Background: an optimization exercise with open tools, aiming at small area. Do not read the settings as production practice. In this exercise RTL edits were held to simulation tests only and were not proved equivalent to the original. Power figures rest on the tool's default switching activity, not on a simulated workload.

<file path="config.mk">
export PLATFORM = sky130hd
export DESIGN_NAME = vmstack_core
export DESIGN_NICKNAME = vmstack_core
export VERILOG_FILES = /design/flow/design.v
export SDC_FILE = /design/flow/constraint.sdc
export NUM_CORES = 4
export LEC_CHECK = 0
export CAP_MARGIN = 20
export CORE_MARGIN = 2
export CORE_UTILIZATION = 40
export SLEW_MARGIN = 20
</file>
<file path="constraint.sdc">
create_clock -name core_clock -period 10.0 [get_ports {clk}]
set_input_delay 2.0000 -clock core_clock [delete_from_list [all_inputs] [get_ports {clk}]]
set_output_delay 2.0000 -clock core_clock [all_outputs]
set_load 0.01 [all_outputs]
</file>
<file path="design.v">
module vmstack_core (
    input  wire        clk,
    input  wire        rst,           
    input  wire        start,         
    input  wire [8:0]  img_len,       
    output wire        mem_req,
    output wire        mem_we,
    output wire [7:0]  mem_addr,
    output wire [31:0] mem_wdata,
    input  wire        mem_ack,
    input  wire [31:0] mem_rdata,
    output wire [1:0]  run,
    output wire [2:0]  fcause,
    output wire [8:0]  pc,
    output wire [8:0]  sp,
    output wire [31:0] result,
    output wire        result_valid,
    output wire        trace_valid,
    output wire [8:0]  trace_pc,
    output wire [2:0]  trace_op,
    output wire [31:0] trace_tos,
    output wire        trace_tos_valid
);
    reg [4:0]  st;
    reg [3:0]  ph;         
    reg [2:0]  slice;      
    reg [4:0]  step;       
    reg [31:0] T;
    reg [7:0]  b0, b1, b2, b3;    
    reg        sbit;       
    reg        g;          
    reg        cy;         
    reg        qneg;       
    reg [7:0]  pco;        
    reg [7:0]  len;        
    reg [6:0]  spr;
    wire       running = (st[4:3] == 2'b00);
    wire [2:0] op      = st[2:0];
    wire       fetch   = running & (op == 3'd6);
    wire       o_halt  = (op == 3'd0);
    wire       o_sub   = (op == 3'd2);
    wire       o_as    = (op == 3'd1) | (op == 3'd2);
    wire       o_mul   = (op == 3'd3);
    wire       o_div   = (op == 3'd4);
    wire       o_push  = (op == 3'd5);
    wire [8:0] pcv = {1'b0, pco} + 9'd100;
    assign pc       = pcv;
    assign trace_pc = pcv;
    assign sp       = {2'b00, spr};
    wire   sp_ne = (spr != 7'd100);
    assign run             = st[4:3];
    assign fcause          = st[2:0];
    assign result          = T;
    assign trace_tos       = T;
    assign mem_wdata       = T;
    assign result_valid    = (st[4:3] == 2'b01) & sp_ne;
    assign trace_op        = op;
    assign trace_tos_valid = sp_ne;
    localparam A_PC = 2'd0, A_SPM = 2'd1, A_SP = 2'd2, A_SPP = 2'd3;
    localparam X_0 = 2'd0, X_T = 2'd1, X_2T = 2'd2, X_B = 2'd3;
    reg       pass, rd, wr, br, yen, sub, rev, last_step_ph;
    reg [1:0] asel, xsel;
    reg [3:0] nph;
    reg       trace;
    wire divzero = b3[7] & b2[7] & (slice == 3'd0);
    always @(*) begin
        pass = 1'b0; rd = 1'b0; wr = 1'b0; br = 1'b0; yen = 1'b1; sub = 1'b0;
        rev = 1'b0; asel = A_SP; xsel = X_0; nph = ph; trace = 1'b0;
        last_step_ph = 1'b0;
        case (ph)
            4'd0: begin
                pass = 1'b1; rd = ~o_mul; yen = ~o_mul;
                asel = o_push ? A_PC : (o_div ? A_SPP : A_SP);
                sub  = o_sub | (o_div & mem_rdata[31]);
                nph  = o_push ? 4'd8 : o_halt ? 4'd9 : o_mul ? 4'd3 : 4'd1;
            end
            4'd1: begin
                if (o_div) begin
                    wr = 1'b1; asel = A_SPP; nph = 4'd2;
                end else begin
                    pass = 1'b1; rd = 1'b1; asel = A_SPP; xsel = X_T; nph = 4'd8;
                end
            end
            4'd2: begin
                pass = 1'b1; yen = 1'b0; nph = 4'd3;
            end
            4'd3: begin
                br = 1'b1; rd = 1'b1; asel = A_SPP; nph = 4'd4;
            end
            4'd4: begin
                pass = 1'b1; rd = 1'b1; asel = A_SP; xsel = X_2T;
                yen = o_mul ? g : 1'b1;
                sub = o_div & ~(g ^ mem_rdata[31]);
                last_step_ph = 1'b1;
                nph = (step != 5'd31) ? 4'd3 : (o_div ? 4'd5 : 4'd8);
            end
            4'd5: begin
                pass = 1'b1; yen = 1'b0; xsel = X_B; nph = 4'd6;
            end
            4'd6: begin
                wr = 1'b1; asel = A_SPP; nph = 4'd7;
            end
            4'd7: begin
                pass = 1'b1; rd = 1'b1; asel = A_SPP; sub = qneg; rev = 1'b1; nph = 4'd8;
            end
            4'd8: begin
                wr = 1'b1; asel = o_push ? A_SPM : A_SPP; nph = 4'd9;
            end
            default: begin
                trace = 1'b1;
            end
        endcase
    end
    wire ex = running & ~fetch;        
    wire go_pass  = ex & pass & ~(ph == 4'd5 & divzero);
    wire       pc_ok = (pco < len);
    assign mem_req = fetch ? pc_ok : ex & (rd & (pass | br) | wr);
    assign mem_we  = ~fetch & wr;
    wire [6:0] spa = spr + {{6{asel == A_SPM}}, asel != A_SP};
    assign mem_addr = (fetch | asel == A_PC) ? pcv[7:0] : {1'b0, spa};
    assign trace_valid = ex & trace;
    wire [2:0] ysel = br ? ~step[4:2] : (rev ? ~slice : slice);
    reg  [3:0] ylane;
    always @(*) begin
        case (ysel)
            3'd0: ylane = mem_rdata[3:0];
            3'd1: ylane = mem_rdata[7:4];
            3'd2: ylane = mem_rdata[11:8];
            3'd3: ylane = mem_rdata[15:12];
            3'd4: ylane = mem_rdata[19:16];
            3'd5: ylane = mem_rdata[23:20];
            3'd6: ylane = mem_rdata[27:24];
            default: ylane = mem_rdata[31:28];
        endcase
    end
    wire       brbit = ylane[~step[1:0]];
    wire       mask  = o_push & (slice == 3'd7);
    wire [3:0] yv    = ylane & {4{yen}} & {~mask, ~mask, 2'b11};
    wire [3:0] yy    = yv ^ {4{sub}};
    reg  [3:0] xv;
    always @(*) begin
        case (xsel)
            X_0:  xv = 4'd0;
            X_T:  xv = T[3:0];
            X_2T: xv = {T[2:0], sbit};
            default: xv = {b3[7], b2[7], b1[7], b0[7]};
        endcase
    end
    wire       cin = (slice == 3'd0) ? sub : cy;
    wire [4:0] s   = {1'b0, xv} + {1'b0, yy} + {4'd0, cin};
    wire adv   = go_pass & (~rd | mem_ack);
    wire lastsl = (slice == 3'd7);
    wire pass_done = adv & lastsl;
    wire q = ~s[3];
    always @(posedge clk) begin
        if (adv) begin
            T    <= {s[3:0], T[31:4]};
            sbit <= T[3];
            cy   <= s[4];
        end
        if (ex & br & mem_ack) begin
            g    <= o_mul ? brbit : T[31];
            sbit <= o_mul ? 1'b0 : brbit;
        end
        if (ex & ph == 4'd0 & adv)
            qneg <= mem_rdata[31];
        if (ex & last_step_ph & pass_done & (step == 5'd31))
            qneg <= qneg ^ mem_rdata[31];
        if ((ex & ph == 4'd5 & adv) | (ex & o_div & last_step_ph & pass_done & (step[1:0] == 2'd3))) b0 <= {b0[6:0], q};
        if ((ex & ph == 4'd5 & adv) | (ex & o_div & last_step_ph & pass_done & (step[1:0] == 2'd2))) b1 <= {b1[6:0], q};
        if ((ex & ph == 4'd5 & adv) | (ex & o_div & last_step_ph & pass_done & (step[1:0] == 2'd1))) b2 <= {b2[6:0], q};
        if ((ex & ph == 4'd5 & adv) | (ex & o_div & last_step_ph & pass_done & (step[1:0] == 2'd0))) b3 <= {b3[6:0], q};
    end
    always @(posedge clk) begin
        if (~running) begin
            slice <= 3'd0;
            step  <= 5'd0;
        end else begin
            if (adv) slice <= slice + 3'd1;
            if (ex & last_step_ph & pass_done) step <= step + 5'd1;
        end
    end
    always @(posedge clk) begin
        if (rst) begin
            st <= 5'b11000;
        end else if (~running) begin
            if (start) begin
                if (img_len > 9'd156) begin
                    st <= 5'b11000;
                end else begin
                    st  <= 5'b00110;
                    pco <= 8'd0;
                    spr <= 7'd100;
                    len <= img_len[7:0];
                end
            end
        end else if (fetch) begin
            if (!pc_ok) begin
                st <= 5'b10110;                           
            end else if (mem_ack) begin
                ph <= 4'd0;
                if (mem_rdata[31:30] == 2'b10)
                    st <= 5'b10101;                       
                else if (mem_rdata[31] | (mem_rdata[30] &
                         ((mem_rdata[29:3] != 27'd0) | (mem_rdata[2:0] > 3'd4))))
                    st <= 5'b10001;                       
                else if (~mem_rdata[30]) begin
                    if (spr == 7'd0) st <= 5'b10011;      
                    else             st <= 5'b00101;      
                end else if (mem_rdata[2:0] == 3'd0) begin
                    st <= 5'b00000;                       
                    if (!sp_ne) ph <= 4'd9;
                end else if (spr > 7'd98)
                    st <= 5'b10010;                       
                else
                    st <= {2'b00, mem_rdata[2:0]};
            end
        end else begin
            if (trace) begin
                pco <= pco + 8'd1;
                st  <= o_halt ? 5'b01000 : 5'b00110;
            end else if (ph == 4'd5 & divzero) begin
                st <= 5'b10100;                           
            end else if ((pass & pass_done) | (br & mem_ack) | (wr & mem_ack)) begin
                ph <= nph;
                if (ph == 4'd8) spr <= spa;
            end
        end
    end
endmodule
</file>
<file path="run.sh">
#!/bin/bash
# synth_recipe.tcl (not shown) runs the flow's synth.tcl, then flattens the netlist and writes it again
# the make line also repeats each setting of config.mk as NAME=value (left out here)
make -C /OpenROAD-flow-scripts/flow DESIGN_CONFIG=/design/flow/config.mk WORK_HOME=/design/flow/orfs CLKGATE_MAP_FILE= SYNTH_SCRIPT=/design/flow/synth_recipe.tcl finish
</file>
==> flow_metrics.tcl, run 1 <==
set metrics [dict create \
    drc 0 \
    timing.final.crit_share_pct 58.4 \
    synth_top_area_share_pct 42.7 \
    synth_most_common_cell "edfxtp_1" \
    num_antenna_cells 0 \
    ys_seq_area_share_pct 46.6 \
    hp-start "b1[5]$_DFFE_PP_" \
    tns_ns 0 \
    pwr-share-clk_pct 38.8 \
    placed_area_mm2 0.00813 \
    die_w_um 133 \
    critPathArrivalTime_ns 3.84 \
    r2r_slack_ns 5.66 \
    hold_violations 0 \
    worst_ep_required_time_ns 8.00 \
    drv_slew 0 \
    cts_tree "built" \
    status "no timing/DRC/antenna violations" \
    final_nets 829 \
    rsz0062_at_grt "false" \
    p_per_area_mw_per_mm2 109 \
    synth_ff_type "edfxtp_1" \
    critPathKind "reg2out" \
    combPwrFrac_pct 7.6 \
    yosysTopAreaCell "edfxtp_1" \
    cap_violations 0 \
    cp-end-kind "primary output" \
    reg2reg_from "ph[2]$_SDFFCE_PP0P_" \
    tightest_slew_ns 1.06 \
    grt_pass1_vias 5014 \
    hold_depth 0 \
    crit_fanout 25 \
    ys_top_cells_by_count "edfxtp_1, buf_4, nor2_1" \
    clk_pin_slew_worst_paths_ns 0.08 \
    start_kind "register" \
    area_delta_synth_final_pct 26.4 \
    drive_gt1_share_pct 4.34 \
    grt_max_degree 43 \
    synthDistinctLibCells 68 \
    ys_warn_count 1 \
    seqPwrFrac_pct 53.6 \
    postSynthCellCount 660 \
    drt_first_pass_iters 5 \
    power_leakage_nw 3.04 \
    clk_latency_ns 0.36 \
    synthArstFlopShare_pct 0 \
    via_count 5140 \
    hold_class "reg2reg" \
    wire_per_inst_um 17.5 \
    intPower_w 0.000703 \
    synth_edf_count 95 \
    finalSetupViolCount 0 \
    ctsLongestPathBuffers 2 \
    rows 47 \
    dieArea_mm2 0.0177 \
    clock_skew_ns 0.00713 \
    setup.worst_path.start "ph[3]$_DFFE_PP_" \
    swShare_pct 23.6 \
    drt-total-wl_um 17200 \
    ys_ff_latch 108 \
    wl_met3_um 905 \
    numClockSinks 108 \
    highest_layer "met4" \
    root_buffer "clkbuf_16" \
    ioPinCount 189 \
    antenna_found_initial 0 \
    met2WireLength_um 8310 \
    netlist_area_mm2 0.00668 \
    grt_pass1_wl_um 27100 \
    hpwl_um 13200 \
    min_to "b1[6]$_DFFE_PP_" \
    cts_hold_buffers 0 \
    relSlewSlack_pct 28.5 \
    switchingPower_w 0.000218 \
    stdcell_area_mm2 0.00844 \
    r2r_cells 12 \
    vias_per_cell 5.24 \
    gr-usage-all-layers_pct 19.3 \
    core_mm2 0.0165 \
    grt.overflow.total 0 \
    whs_ns 0.426 \
    synth_top_cells_by_area "edfxtp_1, buf_4, ha_1, dfxtp_1, nor2_1" \
    period_needed_ns 5.84 \
    die_h_um 133 \
    ant_nets 0 \
    place_congestion 0.922 \
    max_freq_ghz 0.171 \
    ctsResizeCount 0 \
    io_buffers 186 \
    drt_iter0_drc 331 \
    postCtsSetupBuffers 0 \
    start_util_pct 40.5 \
    vdd_drop_max_mv 0.0782 \
    syn_avg_cell_area_um2 10.1 \
    r2r_end "T[31]$_DFFE_PP_" \
    cts_made_buffers 9 \
    h-tree-depth 3 \
    m1WireLength_um 7640 \
]
## power groups by stage
stage               Combinational (W)  Sequential (W)  Clock (W)
finish                      0.0000701        0.000493   0.000358
global route                0.0000759        0.000494   0.000382
CTS                         0.0000703        0.000493   0.000365
detailed placement          0.0000700        0.000504          0
global placement            0.0000695        0.000503          0
floorplan                   0.0000323        0.000503          0
## metal layers
layer | up-vias | global-route usage, %
met3 | 28 | 4.98
met5 | - | 0
met1 | 2468 | 25.2
met4 | 0 | 5.97
met2 | 156 | 31.8
li1 | 2488 | -
## sequential cells by signal, indices dropped and copies added (netlist names)
register / flops
g: 1
pco: 8
b1: 8
st: 5
qneg: 1
ph: 4
b2: 8
b0: 8
sbit: 1
step: 5
slice: 3
T: 32
cy: 1
len: 8
b3: 8
spr: 7
## area by class of cell
| class | count | area, um^2 |
|---|---|---|
| Clock inverter | 7 | 78.8 |
| Sequential cell | 108 | 3110 |
| Clock buffer | 9 | 225 |
| Fill cell | 1488 | 8030 |
| Inverter | 35 | 131 |
| Multi-Input combinational cell | 412 | 2730 |
| Tap cell | 220 | 275 |
| Timing Repair Buffer | 189 | 1880 |
## stage by stage
stage               utilization (%)  setup slack [ns]  power, W  cells
floorplan                         -              5.11  0.000535    661
global placement               49.3              4.59  0.000573    964
detailed placement             49.4              4.55  0.000574    964
CTS                            51.2              4.16  0.000929    980
global route                   51.3              3.80  0.000952    980
finish                         51.3              4.16  0.000921    980
## critical path: stages (launching register included)
cell	delay (ns)
edfxtp_1	0.82
o21bai_1	0.15
mux2_2	0.27
o21ai_0	0.19
ha_1	0.21
inv_1	0.05
fa_1	0.40
inv_1	0.07
a21oi_1	0.06
o21bai_1	0.20
a21o_1	0.15
a21oi_1	0.07
xnor2_1	0.14
mux2i_1	0.13
clkdlybuf4s50_1	0.55
## how the worst max path moves through the flow
| stage | to | slack (ns) | depth (start not counted) |
|---|---|---|---|
| after floorplan | mem_addr[6] | 5.11 | 15 |
| after global placement | mem_addr[6] | 4.59 | 14 |
| after detailed placement | mem_addr[6] | 4.55 | 14 |
| after CTS | mem_addr[6] | 4.16 | 14 |
| after global routing | mem_addr[6] | 3.80 | 14 |
| final | mem_addr[6] | 4.16 | 14 |
## kinds of logic (layout without fill, tap and decap cells)
logic type	after synthesis	after routing	share of synthesized area [%]
buffers and inverters	141	240	12.8
other	1	2	0.0562
and+or+nand+nor	217	217	16.7
AOI/OAI and AO/OA	126	126	12.7
DFF	108	108	46.6
muxes	11	11	1.69
xor gates and xnor gates	27	27	3.54
adders and majority gates	29	29	5.77
## cells in the final DEF (no fill, tap or decap), drive strengths merged, types with 6 or more instances in the layout
| cell type | instances |
|---|---|
| clkdlybuf4s50 | 186 |
| edfxtp | 95 |
| nor2 | 59 |
| nand2 | 48 |
| inv | 37 |
| o21ai | 34 |
| ha | 26 |
| a21oi | 26 |
| xnor2 | 18 |
| nand3 | 17 |
| nor3 | 14 |
| dfxtp | 13 |
| nor4 | 11 |
| nor2b | 10 |
| xor2 | 9 |
| mux2i | 9 |
| clkbuf | 9 |
| a21o | 8 |
| and2 | 8 |
| nand2b | 8 |
| o21a | 7 |
| nand4 | 7 |
| nand3b | 6 |
==> run 2: changes to the inputs <==
==> flow/run.sh (new file) <==
#!/bin/bash
# The standard layout, with the port buffers that global placement inserts
# made of the smallest buffer cell. Each tool's output goes to its own log
# under orfs/logs (ORFS's own logging); the make output goes to flow.log.
set -euo pipefail
export BUFFER_PORTS_ARGS="-buffer_cell sky130_fd_sc_hd__buf_1"
bash standard.sh > flow.log 2>&1
==> standard.sh (new file) <==
#!/bin/bash
# synth_recipe.tcl (not shown) runs the flow's synth.tcl, then flattens the netlist and writes it again
# the make line also repeats each setting of config.mk as NAME=value (left out here)
make -C /OpenROAD-flow-scripts/flow DESIGN_CONFIG=/design/flow/config.mk WORK_HOME=/design/flow/orfs CLKGATE_MAP_FILE= SYNTH_SCRIPT=/design/flow/synth_recipe.tcl "${@:-finish}"
--- a/config.mk
+++ b/config.mk
@@ -8,4 +8,5 @@
 export CAP_MARGIN = 20
 export CORE_MARGIN = 2
 export CORE_UTILIZATION = 40
+export CTS_BUF_LIST = sky130_fd_sc_hd__clkbuf_8
 export SLEW_MARGIN = 20
removed: run.sh
==> flow_metrics.tcl, run 2 <==
set metrics [dict create \
    regMostFlops "T" \
    hpwl_um 11900 \
    dieArea_mm2 0.0177 \
    worst_ep_required_time_ns 8.00 \
    numClockSinks 108 \
    ys_warn_count 1 \
    antenna_found_initial 0 \
    clk_pin_slew_worst_paths_ns 0.11 \
    finalSetupViolCount 0 \
    critPathArrivalTime_ns 3.52 \
    r2r_cells 12 \
    synth_xor_area_share_pct 3.54 \
    power.total_w 0.000807 \
    cts_made_buffers 9 \
    synth_fa_ha_area_share_pct 5.77 \
    rsz0062_at_grt "false" \
    synth_ff_type "edfxtp_1" \
    clock_skew_ns 0.0143 \
    ctsLongestPathBuffers 2 \
    synthArstFlopShare_pct 0 \
    largest_reg_flops 32 \
    final_nets 831 \
    drive_gt1_share_pct 4.46 \
    cp-end-kind "primary output" \
    tightest_slew_ns 0.840 \
    power_leakage_nw 2.50 \
    start_kind "register" \
    p_per_area_mw_per_mm2 112 \
    tns_ns 0 \
    ant_nets 0 \
    place_congestion 0.901 \
    drv_slew 0 \
    wire_per_inst_um 15.7 \
    ys_top_cells_by_count "edfxtp_1, buf_4, nor2_1" \
    synth_compound_area_share_pct 12.7 \
    start_util_pct 40.5 \
    via_count 5050 \
    yosysTopAreaCell "edfxtp_1" \
    relSlewSlack_pct 44.0 \
    synth_top_area_share_pct 42.7 \
    synth_top_cells_by_area "edfxtp_1, buf_4, ha_1, dfxtp_1, nor2_1" \
    gr-usage-all-layers_pct 17.1 \
    h-tree-depth 3 \
    grt_pass1_vias 4482 \
    postCtsSetupBuffers 0 \
    hold_depth 0 \
    crit_fanout 25 \
    rows 47 \
    root_buffer "clkbuf_8" \
    final_common_cell "buf_1" \
    synth_top_family_by_area "simple AND/OR/NAND/NOR gates" \
    syn_avg_cell_area_um2 10.1 \
    vias_per_cell 5.14 \
    grt.overflow.total 0 \
    drt_iter0_drc 346 \
    cts_hold_buffers 0 \
    drt-total-wl_um 15500 \
    max_freq_ghz 0.181 \
    ys_ff_latch 108 \
    drc 0 \
    multiInputGateArea_mm2 0.00273 \
    ff_latch_area_mm2 0.00311 \
    synth_edf_count 95 \
    timing.final.crit_share_pct 55.2 \
    synthSimpleGateAreaFrac_pct 16.7 \
    die_w_um 133 \
    synthDistinctLibCells 68 \
    critPathKind "reg2out" \
    postSynthCellCount 660 \
    core_mm2 0.0165 \
    netlist_area_mm2 0.00668 \
    fill_cells 1664 \
    ctsResizeCount 0 \
    vdd_drop_max_mv 0.0677 \
    hold_violations 0 \
    period_needed_ns 5.52 \
    synth_most_common_cell "edfxtp_1" \
    area_delta_synth_final_pct 7.46 \
    ioPinCount 189 \
    num_antenna_cells 0 \
    clk_latency_ns 0.39 \
    drt_first_pass_iters 5 \
    die_h_um 133 \
    ys_seq_area_share_pct 46.6 \
    status "no timing/DRC/antenna violations" \
    hold_class "reg2reg" \
    final_cell_mix "buf_1, edfxtp_1, nor2_1, nand2_1, inv_1" \
    grt_pass1_wl_um 23700 \
    cap_violations 0 \
    grt_max_degree 43 \
    cts_tree "built" \
    synth_mux_area_share_pct 1.69 \
    io_buffers 186 \
]
## run 2: changes by cell type in the layout (fill, tap and decap cells not counted), sizes merged
cell           delta
inv               +2
buf             +188
clkdlybuf4s50   -186
clkbuf            +1
clkinvlp          -2
clkinv            -1
## run 2: final timing paths
path | slack [ns] | from | to
max | 4.48 | ph[3]$_DFFE_PP_ | mem_addr[6]
min | 0.42 | b1[1]$_DFFE_PP_ | b1[2]$_DFFE_PP_
max reg2reg | 5.76 | ph[3]$_DFFE_PP_ | T[31]$_DFFE_PP_
min reg2reg | 0.42 | b1[1]$_DFFE_PP_ | b1[2]$_DFFE_PP_
## run 2: per-layer routing
metal / track usage [%] / vias up / part of all wire [%]
met1: 23.8 / 2356 / 46
met2: 26.8 / 182 / 46
met4: 6.50 / 0 / 2.0
met3: 3.08 / 22 / 6.2
li1: - / 2490 / -
met5: 0 / - / 0
## run 2: final cells by class
type | instances | share of cell area, %
Timing Repair Buffer | 191 | 10.3
Multi-Input combinational cell | 412 | 38.0
Clock buffer | 10 | 1.92
Inverter | 35 | 1.83
Sequential cell | 108 | 43.4
Clock inverter | 6 | 0.750
Tap cell | 220 | 3.84
## run 2: report_power, final
group	internal [W]	leakage, nW	switching (W)	total, W
sequential	0.000488	0.957	0.00000475	0.000493
clock	0.000103	0.101	0.000161	0.000264
combinational	0.0000186	1.44	0.0000314	0.0000500
total	0.000610	2.50	0.000197	0.000807
## run 2: worst max-delay path, stage by stage, from the launching register on
cell and delay, ns:
edfxtp_1 0.83, o21bai_1 0.16, mux2_2 0.28, o21ai_0 0.19, ha_1 0.21, inv_1 0.06
fa_1 0.39, inv_1 0.07, a21oi_1 0.07, o21bai_1 0.21, a21o_1 0.15, a21oi_1 0.07
xnor2_1 0.14, mux2i_1 0.13, buf_1 0.17
## run 2: logic make-up after synthesis
logic type	count (synthesis)
adders and majority gates	29
other	1
AOI/OAI and AO/OA	126
and+or+nand+nor	217
DFF	108
xor gates and xnor gates	27
muxes	11
buffers and inverters	141
## run 2: through the flow
step / worst slack [ns] / std cells / area [um^2] / util, % / hold slack (ns)
floorplan: 5.11 / 661 / 6680 / - / 0.400
global placement: 5.02 / 966 / 6980 / 42.4 / 0.402
detailed placement: 4.96 / 966 / 6980 / 42.4 / 0.405
CTS: 4.49 / 982 / 7170 / 43.5 / 0.422
global route: 4.16 / 982 / 7170 / 43.6 / 0.435
finish: 4.48 / 982 / 7170 / 43.6 / 0.422
==> run 3: changes to the inputs <==
--- a/config.mk
+++ b/config.mk
@@ -8,5 +8,4 @@
 export CAP_MARGIN = 20
 export CORE_MARGIN = 2
 export CORE_UTILIZATION = 40
-export CTS_BUF_LIST = sky130_fd_sc_hd__clkbuf_8
 export SLEW_MARGIN = 20
==> flow_metrics.tcl, run 3 <==
set metrics [dict create \
    status "no timing/DRC/antenna violations" \
    r2r_slack_ns 5.76 \
    ctsResizeCount 0 \
    cp-end-kind "primary output" \
    drt-total-wl_um 15500 \
    io_buffers 186 \
    postSynthCellCount 660 \
    grt_pass1_wl_um 23700 \
    tightest_slew_ns 0.872 \
    r2r_cells 12 \
    rows 47 \
    clk_pin_slew_worst_paths_ns 0.08 \
    clk_latency_ns 0.36 \
    synthArstFlopShare_pct 0 \
    hold_class "reg2reg" \
    ioPinCount 189 \
    ant_nets 0 \
    dp.cells 966 \
    critPathMaxStageDelay_ns 0.82 \
    die_w_um 133 \
    antenna_found_initial 0 \
    synth_top_area_share_pct 42.7 \
    synth_most_common_cell "edfxtp_1" \
    worst_ep_required_time_ns 8.00 \
    root_buffer "clkbuf_16" \
    hp-start "b1[1]$_DFFE_PP_" \
    ys_seq_area_share_pct 46.6 \
    ys_top_cells_by_count "edfxtp_1, buf_4, nor2_1" \
    largest_reg_flops 32 \
    area_delta_synth_final_pct 8.98 \
    gr-usage-all-layers_pct 17.1 \
    synth_edf_count 95 \
    final_cells 982 \
    wire_per_inst_um 15.8 \
    relSlewSlack_pct 41.9 \
    ctsLongestPathBuffers 2 \
    r2r_end "T[31]$_DFFE_PP_" \
    path_cells "o21bai_1, mux2_2, o21ai_0, ha_1, inv_1, fa_1, inv_1, a21oi_1, o21bai_1, a21o_1, a21oi_1, xnor2_1, mux2i_1, buf_1" \
    h-tree-depth 3 \
    cts_hold_buffers 0 \
    drive_gt1_share_pct 4.46 \
    drt_first_pass_iters 5 \
    die_h_um 133 \
    max_freq_ghz 0.183 \
    synth_top_cells_by_area "edfxtp_1, buf_4, ha_1, dfxtp_1, nor2_1" \
    synth_ff_type "edfxtp_1" \
    path_buf_inv 3 \
    vias_per_cell 5.15 \
    hpwl_um 11900 \
    clock_skew_ns 0.0108 \
    dieArea_mm2 0.0177 \
    numClockSinks 108 \
    crit_fanout 25 \
    yosysTopAreaCell "edfxtp_1" \
    core_mm2 0.0165 \
    period_needed_ns 5.47 \
    final_nets 831 \
    grt_pass1_vias 4491 \
    finalSetupViolCount 0 \
    netlist_area_mm2 0.00668 \
    start_util_pct 40.5 \
    final_common_cell "buf_1" \
    min_to "b1[2]$_DFFE_PP_" \
    timing.final.crit_share_pct 54.7 \
    cts_tree "built" \
    slowest_stage "edfxtp_1" \
    synthDistinctLibCells 68 \
    place_congestion 0.901 \
    drv_slew 0 \
    critPathArrivalTime_ns 3.47 \
    drt_iter0_drc 320 \
    hold_depth 0 \
    ys_ff_latch 108 \
    num_antenna_cells 0 \
    power_leakage_nw 2.54 \
    final_cell_mix "buf_1, edfxtp_1, nor2_1, nand2_1, inv_1" \
    via_count 5062 \
    start_kind "register" \
    rsz0062_at_grt "false" \
    reg2reg_from "ph[3]$_DFFE_PP_" \
    cap_violations 0 \
    syn_avg_cell_area_um2 10.1 \
    postCtsSetupBuffers 0 \
    ys_warn_count 1 \
    drc 0 \
    final_core_util_pct 44.2 \
    crit_family "compound AO/OA/AOI/OAI gates" \
    grt_max_degree 43 \
    grt.overflow.total 0 \
    p_per_area_mw_per_mm2 123 \
    hold_violations 0 \
    regMostFlops "T" \
    critPathKind "reg2out" \
    vdd_drop_max_mv 0.103 \
    cts_made_buffers 9 \
    tns_ns 0 \
]
-- run 3: report_power, final --
part / switching, W / internal [W]
Combinational: 0.0000314 / 0.0000186
Sequential: 0.00000473 / 0.000488
Clock: 0.000170 / 0.000181
Total: 0.000207 / 0.000688
-- run 3: final cells by class --
| type | count | area [um^2] |
|---|---|---|
| timing repair buffer | 191 | 736 |
| inverter | 35 | 131 |
| clock buffer | 10 | 239 |
| fill | 1646 | 9190 |
| sequential | 108 | 3110 |
| tap | 220 | 275 |
| multi-input combinational | 412 | 2730 |
| clock inverter | 6 | 53.8 |
-- run 3: logic make-up after synthesis --
group | after synthesis | synth area share, %
buffers and inverters | 141 | 12.8
other | 1 | 0.0562
AOI/OAI and AO/OA | 126 | 12.7
DFF | 108 | 46.6
xor gates and xnor gates | 27 | 3.54
muxes | 11 | 1.69
adders and majority gates | 29 | 5.77
and+or+nand+nor | 217 | 16.7
-- run 3: worst max path at each step --
stage                    start           to  slack, ns  cells past startpoint
2_1_floorplan  ph[3]$_DFFE_PP_  mem_addr[6]       5.11                     15
5_1_grt        ph[3]$_DFFE_PP_  mem_addr[6]       4.22                     14
3_3_place_gp   ph[3]$_DFFE_PP_  mem_addr[6]       5.02                     14
4_1_cts        ph[3]$_DFFE_PP_  mem_addr[6]       4.55                     14
6_report       ph[3]$_DFFE_PP_  mem_addr[6]       4.53                     14
3_5_place_dp   ph[3]$_DFFE_PP_  mem_addr[6]       4.96                     14
-- run 3: per-stage QoR --
stage | total power (W) | setup slack, ns | hold WS [ns] | area, um^2
2_1_floorplan | 0.000535 | 5.11 | 0.400 | 6680
3_3_place_gp | 0.000553 | 5.02 | 0.402 | 6980
3_5_place_dp | 0.000553 | 4.96 | 0.405 | 6980
4_1_cts | 0.000904 | 4.55 | 0.417 | 7270
5_1_grt | 0.000924 | 4.22 | 0.426 | 7270
6_report | 0.000895 | 4.53 | 0.416 | 7270
-- run 3: per-layer routing --
metal	part of all wire, %	vias up	GRT usage (%)	wire length (um)
li1	-	2487	-	-
met1	46	2370	23.4	7110
met2	46	189	26.7	7120
met3	6.5	16	3.96	1020
met4	1.9	0	5.91	288
met5	0	-	0	0

static timing again, ports no longer ideal:
The results above use ideal ports. As a check the final layouts listed here were re-extracted and re-timed, cells and wires unchanged.
Step 1: set_driving_cell puts a clkbuf_16 on clk and a buf_2 on each other input, an assumption about the parent block.
Step 2 times the ports against the registers' clock, not the clock port: input delays grow and output delays shrink by t, the midpoint of the rising clock arrivals with the driver on.
Slacks: no drivers / after step 1 / after step 2; pairs: no drivers / after step 1.
run | shift t [ns] | slack for setup (ns) | hold slack, ns | slew at the worst register clock pin (ns)
run 1 | 0.402 | 4.165 / 4.122 / 4.524 | 0.426 / 0.426 / 0.426 | 0.08 / 0.08
run 2 | 0.423 | 4.478 / 4.441 / 4.865 | 0.422 / 0.422 / 0.422 | 0.11 / 0.11
run 3 | 0.395 | 4.535 / 4.489 / 4.884 | 0.416 / 0.416 / 0.416 | 0.08 / 0.08
After both steps setup and hold are still met in every run listed.
